Background: an optimization exercise with open tools, aiming at small area, a short achievable clock period and few clock cycles per item. Do not read the settings as production practice. The RTL was checked by simulation tests, not by an equivalence proof against the original design. Power and IR drop assume default switching activity.

Setup of rev 12:
// crc_frame_engine
module crc_frame_engine (
    input  wire        clk,
    input  wire        rst,         
    input  wire        req_valid,
    output wire        req_ready,
    input  wire        req_write,
    input  wire [6:0]  req_addr,    
    input  wire [1:0]  req_size,    
    input  wire [31:0] req_wdata,
    output reg         rsp_valid,
    output reg         rsp_err,     
    output reg  [31:0] rsp_rdata
);
==> flow/config.mk <==
export PLATFORM = sky130hd
export DESIGN_NAME = crc_frame_engine
export DESIGN_NICKNAME = crc_frame_engine
export VERILOG_FILES = /design/flow/design.v
export SDC_FILE = /design/flow/constraint.sdc
export NUM_CORES = 4
export LEC_CHECK = 0
export ABC_CLOCK_PERIOD_IN_PS = 1800
export CAP_MARGIN = 20
export CORE_MARGIN = 2
export CORE_UTILIZATION = 40
export CTS_CLUSTER_DIAMETER = 100
export CTS_CLUSTER_SIZE = 25
export SETUP_SLACK_MARGIN = 3.8
export SLEW_MARGIN = 20
==> flow/constraint.sdc <==
create_clock -name core_clock -period 6.0 [get_ports {clk}]
set_input_delay 1.2000 -clock core_clock [delete_from_list [all_inputs] [get_ports {clk}]]
set_output_delay 1.2000 -clock core_clock [all_outputs]
set_load 0.01 [all_outputs]
run.sh (not shown) runs the stock make flow with config.mk's settings and CLKGATE_MAP_FILE= SYNTH_SCRIPT=/design/flow/synth_recipe.tcl, a recipe that flattens the netlist after the stock synthesis.
Testbench counts of rev 12, summed over its fixed seeds: cycles 11,055, transactions 10,424.
> inputs changed (rev 12 -> rev 13)
-- flow/design.v --
<<< rev 12, line 110
    reg         q_az;           
    reg         q_stat;         
    reg         q_crcw;         
    reg         q_rng;          
    reg [NSEL-1:0] q_rsel;      
    reg [15:0]  q_w;            
    reg         q_lz;           
    reg         q_rbad;         
>>> rev 13, line 110
    reg         q_az;           
    reg         q_stat;         
    reg         q_rng;          
    reg [NSEL-1:0] q_rsel;      
    reg [15:4]  q_w;            
    reg         q_lz;           
    reg         q_rbad;         
<<< rev 12, line 142
                                        lg_push || lg_parse || lg_nop);
    wire op_stat  = q_pv && q_stat;
    wire op_crcw  = q_pv && q_crcw;
    wire [3:0] range_limit = cmd_src ? 4'd10 : count;
    wire       range_ok    = !q_rbad && (q_rend <= range_limit);
>>> rev 13, line 141
                                        lg_push || lg_parse || lg_nop);
    wire op_stat  = q_pv && q_stat;
    wire [3:0] range_limit = cmd_src ? 4'd10 : count;
    wire       range_ok    = !q_rbad && (q_rend <= range_limit);
<<< rev 12, line 193
        q_parse <= in_cmd && (w[7:0] == 8'h06);
        q_stat  <= req_write && (req_addr[6:2] == 5'h01);
        q_crcw  <= req_write && (req_addr[6:2] == 5'h02);
        q_hlz   <= (w[31:16] == 16'd0);
        q_hz    <= (w[31:24] == 8'd0);
        q_az    <= (w[15:8] == 8'd0);
        q_rng   <= accept && in_rng;
        q_w     <= w[15:0];
        q_lz    <= (w[23:16] == 8'd0);
        q_rbad  <= (w[15:12] != 4'd0) || (w[23:20] != 4'd0) || rsum[4];
>>> rev 13, line 191
        q_parse <= in_cmd && (w[7:0] == 8'h06);
        q_stat  <= req_write && (req_addr[6:2] == 5'h01);
        q_hlz   <= (w[31:16] == 16'd0);
        q_hz    <= (w[31:24] == 8'd0);
        q_az    <= (w[15:8] == 8'd0);
        q_rng   <= accept && in_rng;
        q_w     <= w[15:4];
        q_lz    <= (w[23:16] == 8'd0);
        q_rbad  <= (w[15:12] != 4'd0) || (w[23:20] != 4'd0) || rsum[4];
<<< rev 12, line 312
                if (q_w[5]) ovf     <= 1'b0;
            end
            if (op_crcw)
                crc <= q_w;
        end
    end
>>> rev 13, line 309
                if (q_w[5]) ovf     <= 1'b0;
            end
            if (accept && bus_ok && req_write && req_addr[6:2] == 5'h02)
                crc <= w[15:0];
        end
    end
Taking rev 12 as the reference point, the number of setup buffers added after CTS of rev 13 rises by 4.0%.
Looking at total area of multi-input combinational cells, rev 13 sits 0.48% below rev 12.
The switching power on rev 13 is in line with that on rev 12.
Compared with rev 12, rev 13 is the less power-hungry design.
For rev 13, the launching element of the worst setup path was req_size[0], unlike rev 12, where it was rsp_rdata[21].
Per the comparison of rev 13 with rev 12, total routed wirelength -about 3%, maximum VDD drop went up.
Testbench counts of rev 13, summed over its fixed seeds: cycles 11,055, transactions 10,424.

-- separate check: timing with driven ports --
No port has a modelled driver above. Below, the same layouts with a new extraction and two added sets of constraints.
Step 1: set_driving_cell puts a clkbuf_16 on clk and a buf_2 on each other input, an assumption about the parent block.
Step 2 times the ports against the registers' clock, not the clock port: input delays grow and output delays shrink by t, the midpoint of the rising clock arrivals with the driver on.
Slacks: ideal ports / drivers / drivers and shift; pairs: ideal ports / drivers.
| run | t (ns) | setup WS [ns] | worst setup path after step 2 | worst data-port slew with drivers (ns) |
|---|---|---|---|---|
| rev 12 | 0.578 | 3.770 / 3.720 / 3.262 | input to register | 0.04 |
| rev 13 | 0.584 | 3.661 / 3.685 / 3.101 | input to register | 0.04 |
After both steps every run listed still meets setup and hold. For rev 13, which loses most, drivers alone change the setup slack by +0.024 ns; drivers and shift together by -0.560 ns.
